What follows belongs to an exercise in optimizing a design on an open flow for small area, a short achievable clock period and few clock cycles per item; a production flow would make more cautious choices.
In this exercise RTL edits were held to simulation tests only and were not proved equivalent to the original.

### flow/constraint.sdc
create_clock -name core_clock -period 22.0 [get_ports {clk}]
set_input_delay 4.4000 -clock core_clock [delete_from_list [all_inputs] [get_ports {clk}]]
set_output_delay 4.4000 -clock core_clock [all_outputs]
set_load 0.01 [all_outputs]
### flow/run.sh
#!/bin/bash
# synth_recipe.tcl (not shown) runs the flow's synth.tcl, then flattens the netlist and writes it again
# the make line also repeats each setting of config.mk as NAME=value (left out here)
make -C /OpenROAD-flow-scripts/flow DESIGN_CONFIG=/design/flow/config.mk WORK_HOME=/design/flow/orfs CLKGATE_MAP_FILE= SYNTH_SCRIPT=/design/flow/synth_recipe.tcl finish
### flow/design.v
module epdc (
    input  wire        clk,
    input  wire        rst,           
    input  wire        wr_en,
    input  wire [7:0]  wr_addr,       
    input  wire [15:0] wr_data,
    input  wire        start,
    input  wire [7:0]  len,           
    output reg         busy,
    output reg         done,
    output reg  [8:0]  edge_pos,      
    output reg  [8:0]  liq_pos,       
    output reg  [16:0] thr_near,
    output reg  [7:0]  bnd_near,      
    output reg  [16:0] thr_far,
    output reg  [7:0]  bnd_far,       
    output reg         edge_ext,
    output reg  [5:0]  n_peaks,
    input  wire [4:0]  pk_idx,
    output wire [7:0]  pk_pos,        
    output wire [15:0] pk_amp,
    output wire [7:0]  pk_left,       
    output wire [7:0]  pk_right,      
    output wire [15:0] pk_prom,
    output wire [1:0]  pk_role        
);
    localparam WIN_OFF   = 40;
    localparam DET_THR   = 225;
    localparam BND_THR   = 90;
    localparam MIN_PROM  = 60;
    localparam QUIET_THR = 250;
    function [15:0] div5;
        input [18:0] x;
        reg   [39:0] pr;
        begin
            pr   = x * 21'd419431;
            div5 = pr[36:21];
        end
    endfunction
    function [15:0] div3;
        input [17:0] x;
        reg   [35:0] pr;
        begin
            pr   = x * 18'd174763;
            div3 = pr[34:19];
        end
    endfunction
    reg        run;                   
    reg        sent;                  
    reg [5:0]  t;                     
    wire       adv;                   
    reg [15:0] mem0 [0:32];
    reg [15:0] mem1 [0:32];
    reg [15:0] mem2 [0:32];
    reg [15:0] mem3 [0:31];
    wire host_we = wr_en && !busy && wr_addr >= WIN_OFF && wr_addr <= 8'd170;
    wire [5:0] host_row = wr_addr[7:2] - 6'd10;
    always @(posedge clk) begin
        if (host_we) begin
            case (wr_addr[1:0])
                2'd0: mem0[host_row] <= wr_data;
                2'd1: mem1[host_row] <= wr_data;
                2'd2: mem2[host_row] <= wr_data;
                default: mem3[host_row[4:0]] <= wr_data;
            endcase
        end
    end
    reg [15:0] rb0, rb1, rb2, rb3;
    always @(*) begin
        rb0 = 16'd0; rb1 = 16'd0; rb2 = 16'd0; rb3 = 16'd0;
        if (t <= 6'd32) begin
            rb0 = mem0[t];
            rb1 = mem1[t];
            rb2 = mem2[t];
        end
        if (t <= 6'd31)
            rb3 = mem3[t[4:0]];
    end
    reg [15:0] wr_0, wr_1, wr_2, wr_3;    
    reg [15:0] wp_0, wp_1, wp_2, wp_3;    
    wire [5:0] sc = t - 6'd1;             
    wire [18:0] sum0 = wp_0 + wp_1 + wp_2 + wp_3 + wr_0;
    wire [18:0] sum1 = wp_1 + wp_2 + wp_3 + wr_0 + wr_1;
    wire [18:0] sum2 = wp_2 + wp_3 + wr_0 + wr_1 + wr_2;
    wire [18:0] sum3 = wp_3 + wr_0 + wr_1 + wr_2 + wr_3;
    wire c_first = (sc == 6'd0);          
    wire c_last  = (sc == 6'd33);         
    wire [15:0] q3 = div3(c_first ? sum2[17:0] : sum0[17:0]);
    wire [15:0] sn0 = c_last  ? q3 : div5(sum0);
    wire [15:0] sn1 = c_last  ? 16'hffff : div5(sum1);
    wire [15:0] sn2 = c_first ? q3 : c_last ? 16'hffff : div5(sum2);
    wire [15:0] sn3 = (c_first || sc == 6'd32) ? sum3[17:2] :
                      c_last ? 16'hffff : div5(sum3);
    reg [15:0] sr_0, sr_1, sr_2, sr_3;    
    reg [15:0] sp_0, sp_1, sp_2, sp_3;    
    always @(posedge clk) begin
        if (adv) begin
            wp_0 <= run && t != 6'd0 ? wr_0 : 16'd0;
            wp_1 <= run && t != 6'd0 ? wr_1 : 16'd0;
            wp_2 <= run && t != 6'd0 ? wr_2 : 16'd0;
            wp_3 <= run && t != 6'd0 ? wr_3 : 16'd0;
            wr_0 <= rb0; wr_1 <= rb1; wr_2 <= rb2; wr_3 <= rb3;
            sp_0 <= sr_0; sp_1 <= sr_1; sp_2 <= sr_2; sp_3 <= sr_3;
            sr_0 <= c_first ? 16'hffff : sn0;
            sr_1 <= c_first ? 16'hffff : sn1;
            sr_2 <= sn2;
            sr_3 <= sn3;
        end
    end
    wire        e_val = run && t >= 6'd3 && t <= 6'd35;
    wire [7:0]  e_base = {t - 6'd3, 2'b00};
    wire [15:0] sv [0:7];
    assign sv[0] = sp_0; assign sv[1] = sp_1; assign sv[2] = sp_2; assign sv[3] = sp_3;
    assign sv[4] = sr_0; assign sv[5] = sr_1; assign sv[6] = sr_2; assign sv[7] = sr_3;
    reg  [15:0] m3 [0:5];
    integer k;
    always @(*) begin
        for (k = 0; k < 6; k = k + 1) begin
            if (sv[k] <= sv[k+1] && sv[k] <= sv[k+2])
                m3[k] = sv[k];
            else if (sv[k+1] <= sv[k+2])
                m3[k] = sv[k+1];
            else
                m3[k] = sv[k+2];
        end
    end
    reg [1:0]  off;                   
    reg [7:0]  lr_pos;                
    reg [15:0] lr_min;                
    reg        pd_v;                  
    reg [7:0]  pd_pos, pd_lb;
    reg [15:0] pd_amp, pd_lmin;
    reg [5:0]  ncand;
    reg        e_comp;
    reg [1:0]  e_jc;
    reg        e_more;                
    reg [7:0]  n_lr_pos;
    reg [15:0] n_lr_min;
    reg        n_pd_v;
    reg [7:0]  n_pd_pos, n_pd_lb;
    reg [15:0] n_pd_amp, n_pd_lmin;
    reg [5:0]  n_ncand;
    reg [7:0]  c_pos, c_lb, c_rb;
    reg [15:0] c_amp, c_lmin, c_rmin;
    reg        c_q;
    reg        qb_v;                  
    reg [7:0]  qb_pos;
    reg [7:0]  p;
    reg        stop, act;
    reg        f_a, f_dn, f_cand, f_q;
    integer    j;
    always @(*) begin
        n_lr_pos  = lr_pos;
        n_lr_min  = lr_min;
        n_pd_v    = pd_v;
        n_pd_pos  = pd_pos;
        n_pd_lb   = pd_lb;
        n_pd_amp  = pd_amp;
        n_pd_lmin = pd_lmin;
        n_ncand   = ncand;
        e_comp    = 1'b0;
        e_jc      = 2'd3;
        e_more    = 1'b0;
        c_pos = pd_pos; c_lb = pd_lb; c_rb = 8'd0;
        c_amp = pd_amp; c_lmin = pd_lmin; c_rmin = 16'd0; c_q = 1'b0;
        qb_v   = 1'b0;
        qb_pos = 8'd0;
        stop   = 1'b0;
        for (j = 0; j < 4; j = j + 1) begin
            p      = e_base + j;
            f_a    = (p != 8'd0) && sv[j+1] <= sv[j+2] && sv[j+1] > BND_THR;
            f_dn   = (p != 8'd130) && sv[j+3] <= sv[j+2] && sv[j+3] > BND_THR;
            f_cand = (p != 8'd0) && (p <= 8'd129) && sv[j+2] > sv[j+1] &&
                     sv[j+2] >= sv[j+3] && sv[j+2] >= DET_THR;
            f_q    = (p <= 8'd128) && sv[j+2] < QUIET_THR && sv[j+3] < QUIET_THR &&
                     sv[j+4] < QUIET_THR;
            act    = e_val && (j >= off) && (p <= 8'd130);
            if (act && stop)
                e_more = 1'b1;
            if (act && !stop) begin
                if (!f_a) begin
                    n_lr_pos = p;
                    n_lr_min = m3[j];
                end
                if (f_cand && !n_pd_v && n_ncand != 6'd32) begin
                    n_pd_v    = 1'b1;
                    n_pd_pos  = p;
                    n_pd_amp  = sv[j+2];
                    n_pd_lb   = n_lr_pos;
                    n_pd_lmin = n_lr_min;
                    n_ncand   = n_ncand + 6'd1;
                end
                if (f_q && !qb_v) begin
                    qb_v   = 1'b1;
                    qb_pos = p;
                end
                if (n_pd_v && !f_dn) begin
                    e_comp = 1'b1;
                    e_jc   = j;
                    c_pos  = n_pd_pos;
                    c_lb   = n_pd_lb;
                    c_amp  = n_pd_amp;
                    c_lmin = n_pd_lmin;
                    c_rb   = p;
                    c_rmin = m3[j+2];
                    c_q    = f_q;
                    n_pd_v = 1'b0;
                    stop   = 1'b1;
                end
            end
        end
    end
    assign adv = !(e_comp && e_more);
    reg        rc_v;
    reg [7:0]  rc_pos, rc_lb, rc_rb;
    reg [15:0] rc_amp, rc_lmin, rc_rmin;
    reg        rc_nqv;
    reg [7:0]  rc_nq;
    reg        cl_v;
    reg [7:0]  cl_pos, cl_lb, cl_rb;
    reg [15:0] cl_amp, cl_prom;
    reg        cl_nqv;
    reg [7:0]  cl_nq;
    wire        m_flush = run && t == 6'd37;
    wire [15:0] rc_vmin = (rc_lmin < rc_rmin) ? rc_lmin : rc_rmin;
    wire [15:0] rc_prom = rc_amp - rc_vmin;
    wire        rc_nqv_r = rc_nqv || qb_v;
    wire [7:0]  rc_nq_r  = rc_nqv ? rc_nq : qb_pos;
    wire        cl_nqv_r = cl_nqv || qb_v;
    wire [7:0]  cl_nq_r  = cl_nqv ? cl_nq : qb_pos;
    wire        mg_gt    = rc_amp > cl_amp;
    wire [15:0] mg_min   = mg_gt ? cl_amp : rc_amp;
    wire [15:0] mg_max   = mg_gt ? rc_amp : cl_amp;
    wire [19:0] mg_min10 = {1'b0, mg_min, 3'b0} + {3'b0, mg_min, 1'b0};
    wire [19:0] mg_max7  = {1'b0, mg_max, 3'b0} - {4'b0, mg_max};
    wire        mg_ok    = (rc_pos - cl_pos <= 8'd3) && (mg_min10 > mg_max7);
    wire        cl_keep  = cl_prom >= MIN_PROM;
    reg        em_v;
    reg [7:0]  em_pos, em_lb, em_rb;
    reg [15:0] em_amp, em_prom;
    reg        em_nqv;
    reg [7:0]  em_nq;
    wire       em_nqv_r = em_nqv || qb_v;
    wire [7:0] em_nq_r  = em_nqv ? em_nq : qb_pos;
    reg [7:0]  tb_pos  [0:31];        
    reg [15:0] tb_amp  [0:31];
    reg [7:0]  tb_lb   [0:31];        
    reg [7:0]  tb_rb   [0:31];        
    reg [15:0] tb_prom [0:31];
    reg [5:0]  np;
    reg [4:0]  li;                    
    reg        lfound;                
    reg [7:0]  e_pos;                 
    reg [7:0]  e_rb;
    reg [15:0] e_amp;
    reg [7:0]  lim;
    reg [7:0]  lq_pos;                
    reg [15:0] lq_amp;
    reg        pf_v;
    reg [15:0] pf_amp;
    reg [7:0]  pf_rb;
    reg        pa_v;
    reg [15:0] pa_amp;
    reg        st_v;
    reg [15:0] st_amp;
    reg [7:0]  st_rb;
    reg        sa_v;                  
    reg [15:0] sa_amp;
    reg        sf_v;                  
    reg [15:0] sf_amp;
    reg        lp_nqv;
    reg [7:0]  lp_nq;
    reg        bl_nqv;
    reg [7:0]  bl_nq;
    wire       lp_nqv_r = lp_nqv || qb_v;
    wire [7:0] lp_nq_r  = lp_nqv ? lp_nq : qb_pos;
    wire       bl_nqv_r = bl_nqv || qb_v;
    wire [7:0] bl_nq_r  = bl_nqv ? bl_nq : qb_pos;
    wire [7:0] lim_w  = em_pos + ((8'd131 - em_pos) * 40) / 100;
    wire       em_first = (np == 6'd0);
    wire       upd_li = !em_first && (!lfound || (em_pos > lim && em_amp > lq_amp));
    assign pk_pos   = tb_pos[pk_idx];
    assign pk_amp   = tb_amp[pk_idx];
    assign pk_left  = tb_lb[pk_idx];
    assign pk_right = tb_rb[pk_idx];
    assign pk_prom  = tb_prom[pk_idx];
    assign pk_role  = (pk_idx == 5'd0) ? 2'd1 : (pk_idx == li) ? 2'd2 : 2'd3;
    reg        f_ok, f_ext, f_fne;
    reg [7:0]  f_bnl, f_bfl;
    reg [15:0] f_ca, f_fa;
    wire       w_ext  = st_v && st_amp >= e_amp;
    wire [7:0] w_cr   = w_ext ? st_rb : e_rb;
    wire       w_lv   = w_ext ? sa_v : st_v;
    wire [15:0] w_la  = w_ext ? sa_amp : st_amp;
    wire       w_fne  = w_lv || sf_v;
    wire [15:0] w_fa  = !w_lv ? sf_amp : !sf_v ? w_la : (w_la > sf_amp ? w_la : sf_amp);
    wire       w_nqv  = sf_v ? lp_nqv : bl_nqv;
    wire [7:0] w_nq   = sf_v ? lp_nq : bl_nq;
    wire [7:0] w_bfs  = (w_fne && w_nqv && w_nq + 8'd2 < lq_pos) ? w_nq : 8'd152;
    wire [7:0] w_bfc  = lq_pos - 8'd2;
    wire [7:0] w_bn1  = w_cr + 8'd3;
    wire [7:0] w_bn2  = lq_pos - 8'd3;
    wire [16:0] tn_w  = f_ca + div5({3'b0, f_ca, 1'b0} + {4'b0, f_ca} >> 2);
    wire [15:0] fa_w  = f_fne ? f_fa : 16'd250;
    wire [16:0] tf_w  = fa_w + div5(({2'b0, fa_w, 1'b0} + 19'd5) >> 1);
    wire [7:0]  bn_raw = f_bnl + WIN_OFF;
    wire [7:0]  bf_raw = f_bfl + WIN_OFF;
    always @(posedge clk) begin
        if (e_val) begin
            off     <= adv ? 2'd0 : e_jc + 2'd1;
            lr_pos  <= n_lr_pos;
            lr_min  <= n_lr_min;
            pd_v    <= n_pd_v;
            pd_pos  <= n_pd_pos;
            pd_lb   <= n_pd_lb;
            pd_amp  <= n_pd_amp;
            pd_lmin <= n_pd_lmin;
            ncand   <= n_ncand;
        end
        rc_v    <= e_comp;
        rc_pos  <= c_pos;
        rc_lb   <= c_lb;
        rc_rb   <= c_rb;
        rc_amp  <= c_amp;
        rc_lmin <= c_lmin;
        rc_rmin <= c_rmin;
        rc_nqv  <= c_q;
        rc_nq   <= c_rb;
        em_v   <= 1'b0;
        em_nqv <= em_nqv_r;
        em_nq  <= em_nq_r;
        cl_nqv <= cl_nqv_r;
        cl_nq  <= cl_nq_r;
        if (rc_v) begin
            if (!cl_v || !mg_ok) begin
                if (cl_v && cl_keep) begin
                    em_v    <= 1'b1;
                    em_pos  <= cl_pos;
                    em_amp  <= cl_amp;
                    em_lb   <= cl_lb;
                    em_rb   <= cl_rb;
                    em_prom <= cl_prom;
                    em_nqv  <= cl_nqv_r;
                    em_nq   <= cl_nq_r;
                end
                cl_v    <= 1'b1;
                cl_pos  <= rc_pos;
                cl_amp  <= rc_amp;
                cl_lb   <= rc_lb;
                cl_rb   <= rc_rb;
                cl_prom <= rc_prom;
                cl_nqv  <= rc_nqv_r;
                cl_nq   <= rc_nq_r;
            end else begin
                if (mg_gt) begin
                    cl_pos <= rc_pos;
                    cl_amp <= rc_amp;
                end
                if (rc_lb < cl_lb) cl_lb <= rc_lb;
                if (rc_rb > cl_rb) begin
                    cl_rb  <= rc_rb;
                    cl_nqv <= rc_nqv_r;
                    cl_nq  <= rc_nq_r;
                end
                if (rc_prom > cl_prom) cl_prom <= rc_prom;
            end
        end else if (m_flush) begin
            if (cl_v && cl_keep) begin
                em_v    <= 1'b1;
                em_pos  <= cl_pos;
                em_amp  <= cl_amp;
                em_lb   <= cl_lb;
                em_rb   <= cl_rb;
                em_prom <= cl_prom;
                em_nqv  <= cl_nqv_r;
                em_nq   <= cl_nq_r;
            end
            cl_v <= 1'b0;
        end
        lp_nqv <= lp_nqv_r;
        lp_nq  <= lp_nq_r;
        bl_nqv <= bl_nqv_r;
        bl_nq  <= bl_nq_r;
        if (em_v) begin
            tb_pos[np[4:0]]  <= em_pos + WIN_OFF;
            tb_amp[np[4:0]]  <= em_amp;
            tb_lb[np[4:0]]   <= em_lb + WIN_OFF;
            tb_rb[np[4:0]]   <= em_rb + WIN_OFF;
            tb_prom[np[4:0]] <= em_prom;
            np <= np + 6'd1;
            lp_nqv <= em_nqv_r;
            lp_nq  <= em_nq_r;
            if (em_first) begin
                e_pos <= em_pos;
                e_rb  <= em_rb;
                e_amp <= em_amp;
                lim   <= lim_w;
            end else begin
                if (upd_li) begin
                    li     <= np[4:0];
                    lfound <= lfound || em_pos > lim;
                    lq_pos <= em_pos;
                    lq_amp <= em_amp;
                    st_v   <= pf_v;
                    st_amp <= pf_amp;
                    st_rb  <= pf_rb;
                    sa_v   <= pa_v;
                    sa_amp <= pa_amp;
                    sf_v   <= 1'b0;
                    bl_nqv <= lp_nqv_r;
                    bl_nq  <= lp_nq_r;
                end else begin
                    sf_v   <= 1'b1;
                    if (!sf_v || em_amp > sf_amp) sf_amp <= em_amp;
                end
                if (!pf_v || em_amp > pf_amp) begin
                    pf_v   <= 1'b1;
                    pf_amp <= em_amp;
                    pf_rb  <= em_rb;
                    pa_v   <= 1'b0;
                end else begin
                    pa_v   <= 1'b1;
                    if (!pa_v || em_amp > pa_amp) pa_amp <= em_amp;
                end
            end
        end
        f_ok  <= np >= 6'd2;
        f_ext <= w_ext;
        f_ca  <= w_ext ? st_amp : e_amp;
        f_fne <= w_fne;
        f_fa  <= w_fa;
        f_bnl <= (w_bn1 < w_bn2) ? w_bn1 : w_bn2;
        f_bfl <= (w_bfs < w_bfc) ? w_bfs : w_bfc;
        if (rst) begin
            run  <= 1'b0;
            sent <= 1'b0;
            busy <= 1'b0;
            done <= 1'b0;
            t    <= 6'd0;
            rc_v <= 1'b0;
            em_v <= 1'b0;
        end else if (!run && !sent) begin
            if (start) begin
                busy <= 1'b1;
                done <= 1'b0;
                if (len < 8'd171) begin
                    sent <= 1'b1;
                end else begin
                    run    <= 1'b1;
                    t      <= 6'd0;
                    off    <= 2'd0;
                    lr_pos <= 8'd0;
                    lr_min <= 16'hffff;
                    pd_v   <= 1'b0;
                    ncand  <= 6'd0;
                    cl_v   <= 1'b0;
                    np     <= 6'd0;
                    li     <= 5'd0;
                    lfound <= 1'b0;
                    pf_v   <= 1'b0;
                    pa_v   <= 1'b0;
                    st_v   <= 1'b0;
                    sa_v   <= 1'b0;
                    sf_v   <= 1'b0;
                    lp_nqv <= 1'b0;
                    bl_nqv <= 1'b0;
                end
            end
        end else if (sent) begin
            sent     <= 1'b0;
            edge_pos <= 9'h1ff;
            liq_pos  <= 9'h1ff;
            thr_near <= 17'd400;
            bnd_near <= 8'd60;
            thr_far  <= 17'd250;
            bnd_far  <= 8'd152;
            edge_ext <= 1'b0;
            n_peaks  <= 6'd0;
            busy     <= 1'b0;
            done     <= 1'b1;
        end else begin
            if (adv)
                t <= t + 6'd1;
            if (t == 6'd40) begin
                run  <= 1'b0;
                busy <= 1'b0;
                done <= 1'b1;
                if (f_ok) begin
                    edge_pos <= {1'b0, e_pos} + WIN_OFF;
                    liq_pos  <= {1'b0, lq_pos} + WIN_OFF;
                    thr_near <= tn_w;
                    thr_far  <= tf_w;
                    edge_ext <= f_ext;
                    n_peaks  <= np;
                    if (bf_raw < bn_raw) begin
                        bnd_near <= bf_raw;
                        bnd_far  <= bn_raw;
                    end else if (bf_raw == bn_raw) begin
                        bnd_near <= bn_raw;
                        bnd_far  <= bf_raw + 8'd1;
                    end else begin
                        bnd_near <= bn_raw;
                        bnd_far  <= bf_raw;
                    end
                end else begin
                    edge_pos <= 9'h1ff;
                    liq_pos  <= 9'h1ff;
                    thr_near <= 17'd400;
                    bnd_near <= 8'd60;
                    thr_far  <= 17'd250;
                    bnd_far  <= 8'd152;
                    edge_ext <= 1'b0;
                    n_peaks  <= 6'd0;
                end
            end
        end
    end
endmodule
### flow/config.mk
export PLATFORM = sky130hd
export DESIGN_NAME = epdc
export DESIGN_NICKNAME = epdc
export VERILOG_FILES = /design/flow/design.v
export SDC_FILE = /design/flow/constraint.sdc
export NUM_CORES = 4
export LEC_CHECK = 0
export CAP_MARGIN = 20
export CORE_MARGIN = 2
export CORE_UTILIZATION = 40
export PLACE_DENSITY = 0.6
export SLEW_MARGIN = 20
==> summary.txt <==
sequential cells by signal (all words and copies together) (netlist names), 17 cells and up:
name and flops:
mem0 528, mem1 528, mem2 528, mem3 512, tb_amp 512, tb_lb 256
tb_pos 256, tb_prom 512, tb_rb 256, thr_far 17, thr_near 17
cell type report:
cell class / count / area, sq um
inverters: 1809 / 6792
repair buffers: 618 / 5154
diodes: 9 / 22.52
clock inverters: 282 / 2744
well taps: 8350 / 10450
flip-flops and latches: 4762 / 140800
clock buffers: 601 / 12810
fillers: 55230 / 346000
multi-input cells: 9999 / 101900
worst max-delay path: cells and delay by family, from the launching register on:
kind | cells | cell delay, ns
AOI/OAI and AO/OA | 29 | 8.63
adders and majority gates | 7 | 2.38
and+or+nand+nor | 10 | 2.29
muxes | 5 | 1.77
buffers and inverters | 5 | 1.19
xor gates and xnor gates | 4 | 0.63
DFF | 1 | 0.51
placed cells by master, fill, tap and decap left out, types with 41 or more instances in the layout:
| cell | count |
|---|---|
| sky130_fd_sc_hd__a211oi_1 | 75 |
| sky130_fd_sc_hd__a21o_1 | 151 |
| sky130_fd_sc_hd__a21oi_1 | 954 |
| sky130_fd_sc_hd__and2_1 | 102 |
| sky130_fd_sc_hd__buf_4 | 450 |
| sky130_fd_sc_hd__clkbuf_1 | 99 |
| sky130_fd_sc_hd__clkbuf_16 | 491 |
| sky130_fd_sc_hd__clkdlybuf4s50_1 | 154 |
| sky130_fd_sc_hd__clkinv_1 | 99 |
| sky130_fd_sc_hd__clkinv_2 | 95 |
| sky130_fd_sc_hd__dfxtp_1 | 218 |
| sky130_fd_sc_hd__edfxtp_1 | 4539 |
| sky130_fd_sc_hd__fa_1 | 1001 |
| sky130_fd_sc_hd__ha_1 | 1675 |
| sky130_fd_sc_hd__inv_1 | 1805 |
| sky130_fd_sc_hd__mux2_2 | 269 |
| sky130_fd_sc_hd__mux2i_1 | 628 |
| sky130_fd_sc_hd__mux4_2 | 816 |
| sky130_fd_sc_hd__nand2_1 | 589 |
| sky130_fd_sc_hd__nand2b_1 | 146 |
| sky130_fd_sc_hd__nand3_1 | 87 |
| sky130_fd_sc_hd__nand4_1 | 118 |
| sky130_fd_sc_hd__nor2_1 | 736 |
| sky130_fd_sc_hd__nor2b_1 | 143 |
| sky130_fd_sc_hd__nor3_1 | 265 |
| sky130_fd_sc_hd__nor3_2 | 81 |
| sky130_fd_sc_hd__o211ai_1 | 86 |
| sky130_fd_sc_hd__o21a_1 | 155 |
| sky130_fd_sc_hd__o21ai_0 | 602 |
| sky130_fd_sc_hd__o21bai_1 | 95 |
| sky130_fd_sc_hd__o221ai_1 | 151 |
| sky130_fd_sc_hd__o22ai_1 | 158 |
| sky130_fd_sc_hd__or3_1 | 41 |
| sky130_fd_sc_hd__xnor2_1 | 237 |
| sky130_fd_sc_hd__xor2_1 | 76 |
worst max path at each step:
stage                              endpoint                 from  cells after the start
after floorplan           t[3]$_SDFFE_PP0P_    sp_2[1]$_DFFE_PN_                     39
after global placement     lim[7]$_DFFE_PP_  em_pos[3]$_DFFE_PP_                     60
after detailed placement   lim[7]$_DFFE_PP_  em_pos[3]$_DFFE_PP_                     60
after CTS                  lim[7]$_DFFE_PP_  em_pos[3]$_DFFE_PP_                     60
after global routing       lim[7]$_DFFE_PP_  em_pos[3]$_DFFE_PP_                     61
final                      lim[7]$_DFFE_PP_  em_pos[3]$_DFFE_PP_                     60
routing by layer:
metal | routed length [microns] | global-route usage
met5 | 61 | 0
met4 | 22360 | 0.06102
met3 | 35130 | 0.01982
met2 | 334900 | 0.3614
met1 | 282800 | 0.2818
cells by family after synthesis:
group | Yosys count
DFF | 4762
AOI/OAI and AO/OA | 2763
adders and majority gates | 2683
and+or+nand+nor | 2505
buffers and inverters | 2497
muxes | 1720
xor gates and xnor gates | 328
through the flow:
step | hold WS [ns] | setup WS (ns)
3_3_place_gp | 0.4008 | 4.067
2_1_floorplan | 0.3995 | 3.309
6_report | 0.4173 | 4.323
5_1_grt | 0.4290 | 2.872
3_5_place_dp | 0.4052 | 4.394
4_1_cts | 0.4201 | 4.351
==> impl_summary.txt <==
----------------------------------------------------
[Critical path]
  Reg-to-reg startpoint ... em_pos[3]$_DFFE_PP_
  Critical Path AT ... around 18 ns
  Worst setup SP type ... register
  Category of the critical setup timing path ... register to register
  Critical register-to-register path endpoint ... lim[7]$_DFFE_PP_
  Library cell appearing most often on the critical path ... sky130_fd_sc_hd__ha_1
  Data required time of the critical path ... around 23 ns
  Slowest-stage cell, CP ... sky130_fd_sc_hd__a311oi_2
  Endpoint type of the worst setup path ... register
  Worst reg2reg setup slack ... about 4.3 ns
  Critical Path Max Stage Delay ... about 0.55 ns
  Largest fanout on the critical path ... 23
  Number of cell instances on the worst register-to-register path ... 60

[GRT]
  Aggregate global-route resource usage ... 0.2093
  Global-route wire length before repair ... around 1000 mm
  Antenna violations before repair ... 22
  Global-route congestion overflow total ... 0
  Largest net degree at the start of global routing ... around 150
  Vias in the first global route ... ~150k

[Layout]
  Non-filler cells, final ... about 26k
  Syn-to-layout area delta ... 11.77%
  Utilization after layout ... 0.4479
  Non-Filler Cell Area, Final ... roughly 280000 sq um
  Number of nets in the layout ... 20.39k
  Fraction of layout cells with a size suffix above 1 ... 0.1389

[Synthesis]
  FFs w/ async S/R, synth ... 0
  Compound-cell area share of the yosys netlist ... 0.06878
  Combinational family with the most area after synthesis ... adder cells
  Cell count after synthesis ... about 17k
  Most frequent cell after synthesis ... sky130_fd_sc_hd__edfxtp_1
  Sequential share of the synthesized area ... 0.5606
  Area contributors post-synth ... sky130_fd_sc_hd__edfxtp_1 (54%), sky130_fd_sc_hd__ha_1 (8.4%), sky130_fd_sc_hd__fa_1 (8.0%)
  Yosys reg bits ... 4762
  Commonest cells in the synthesized netlist ... sky130_fd_sc_hd__edfxtp_1 (4539), sky130_fd_sc_hd__inv_1 (1805), sky130_fd_sc_hd__ha_1 (1677)
  Number of nets produced by synthesis ... between 15k and 20k
  Synthesized-area fraction occupied by and/or/nand/nor cells ... 0.04721
  Area share of fa/ha/maj cells after synthesis ... 0.1636
  Avg Cell Area, Syn ... ~15 sq um
  Top_reg_cell synth ... sky130_fd_sc_hd__edfxtp_1
  Number of flops mapped to enable cells by yosys ... 4539
  Area fraction of the dominant cell type after synthesis ... 0.5428
  Mux share of post-synthesis cell area ... 0.1107
  Library cell with the largest summed area after synthesis ... sky130_fd_sc_hd__edfxtp_1
  Yosys cell types ... approximately 120
  Area of the mapped netlist ... 251100 sq um
  Xor/xnor cell area share of the yosys netlist ... 0.01161
  Warnings, synthesis ... 2

[Floorplan]
  Die outline width ... between 700 and 800 microns
  Top-level I/O count ... 176
  Die height ... 796.3 microns
  Standard cell core area ... 626600 sq um
  Die outline area ... around 630000 sq um
  Initial standard-cell utilization of the core ... 0.4007
  Cell row count ... slightly below 300

[Timing]
  Count of final max-slew check failures ... 0
  Post-route fraction of the period consumed by the critical path ... 0.8035
  Crit path time final ... 17.68 ns
  Final Hold Viols ... 0
  Transition time at the pin with the least slew margin ... 1.234 ns
  Setup skew after layout ... just over 0.1 ns
  Achievable clock frequency ... roughly 57 MHz
  Max-slew headroom ... 0.1773
  Unrepaired setup endpoints after global routing ... no
  Final-layout setup total negative slack ... 0 ns
  Final number of setup-violating endpoints ... 0

[Route]
  Total via count after detailed routing ... 145.8k
  Iteration-0 DRC count of the detailed router ... 13.19k
  Average detailed-routed wire length per instance ... 25.55 microns
  Number of nets with antenna violations after routing ... 0
  Residual DRC count ... 0
  Number of vias per cell ... approximately 5.5
  Number of detailed-routing iterations run before antenna repair ... 6
  Wirelength, routed ... between 600 and 700 mm

[CTS]
  Cts-stage hold buffer count ... 0
  Number of gates resized after cts ... 0
  Clock latency on the worst-skew pair ... between 1 and 1.5 ns
  CTS clock-pin slew for the worst setup and hold paths ... approximately 0.060 ns
  CTS Sinks ... around 4.8k
  Num CTS Buffers ... about 490
  Maximum level of the CTS H-tree ... 5
  Maximum number of buffers from clock root to sink ... 4
  CTS tree ... done
  Clock root buffer ... sky130_fd_sc_hd__clkbuf_16
  Post CTS Setup Buffer Count ... 0

[Place]
  Port-buffer cells ... between 150 and 200
  Area post-placement ... about 270000 sq um
  Total instance count after detailed placement ... between 20k and 30k
  Half-perimeter wire length of the detailed placement result ... around 450 mm
  Routability congestion estimate from global placement ... 0.9038

[Worst hold path]
  Startpoint of the most critical hold path ... pf_rb[1]$_DFFE_PP_
  Min-Delay Path Depth ... 0
  Hold Path End ... st_rb[1]$_DFFE_PP_
  Hold/Removal Path Class ... register to register

[Outcome]
  Outcome ... timing/DRC/antenna clean

[Job]
  Maximum Capacitance Violations ... 0

----------------------------------------------------
Testbench counts, summed over its fixed seeds: cycles 67,545, items 384.

## separate check: timing with driven ports
In the flow no input, the clock included, has a driving cell. The finished layout below was timed again as built, in two steps. Step 1 sets driving cells, clkbuf_16 on the clock port and buf_2 on the other inputs (assumed; they add their load-dependent delay and slew). Step 2 adds t to the input delays and takes it off the output delays; t is the mean of the earliest and latest rising clock arrival at the registers after step 1. Input paths then give back, and output paths get back, about the clock's delay inside the block. Three values: ideal, step 1, step 2; two values: the first two.
shift t [ns]: 1.151
slack for setup (ns): 4.323 / 4.323 / 4.323
worst setup path at the end: register to register
worst register clock-pin slew, ns: 0.07 / 0.07
worst slew at a driven data input, ns: 0.37
After both steps setup and hold are still met in this run. The setup slack of this run moves by 0.000 ns with the drivers and by 0.000 ns with both steps.
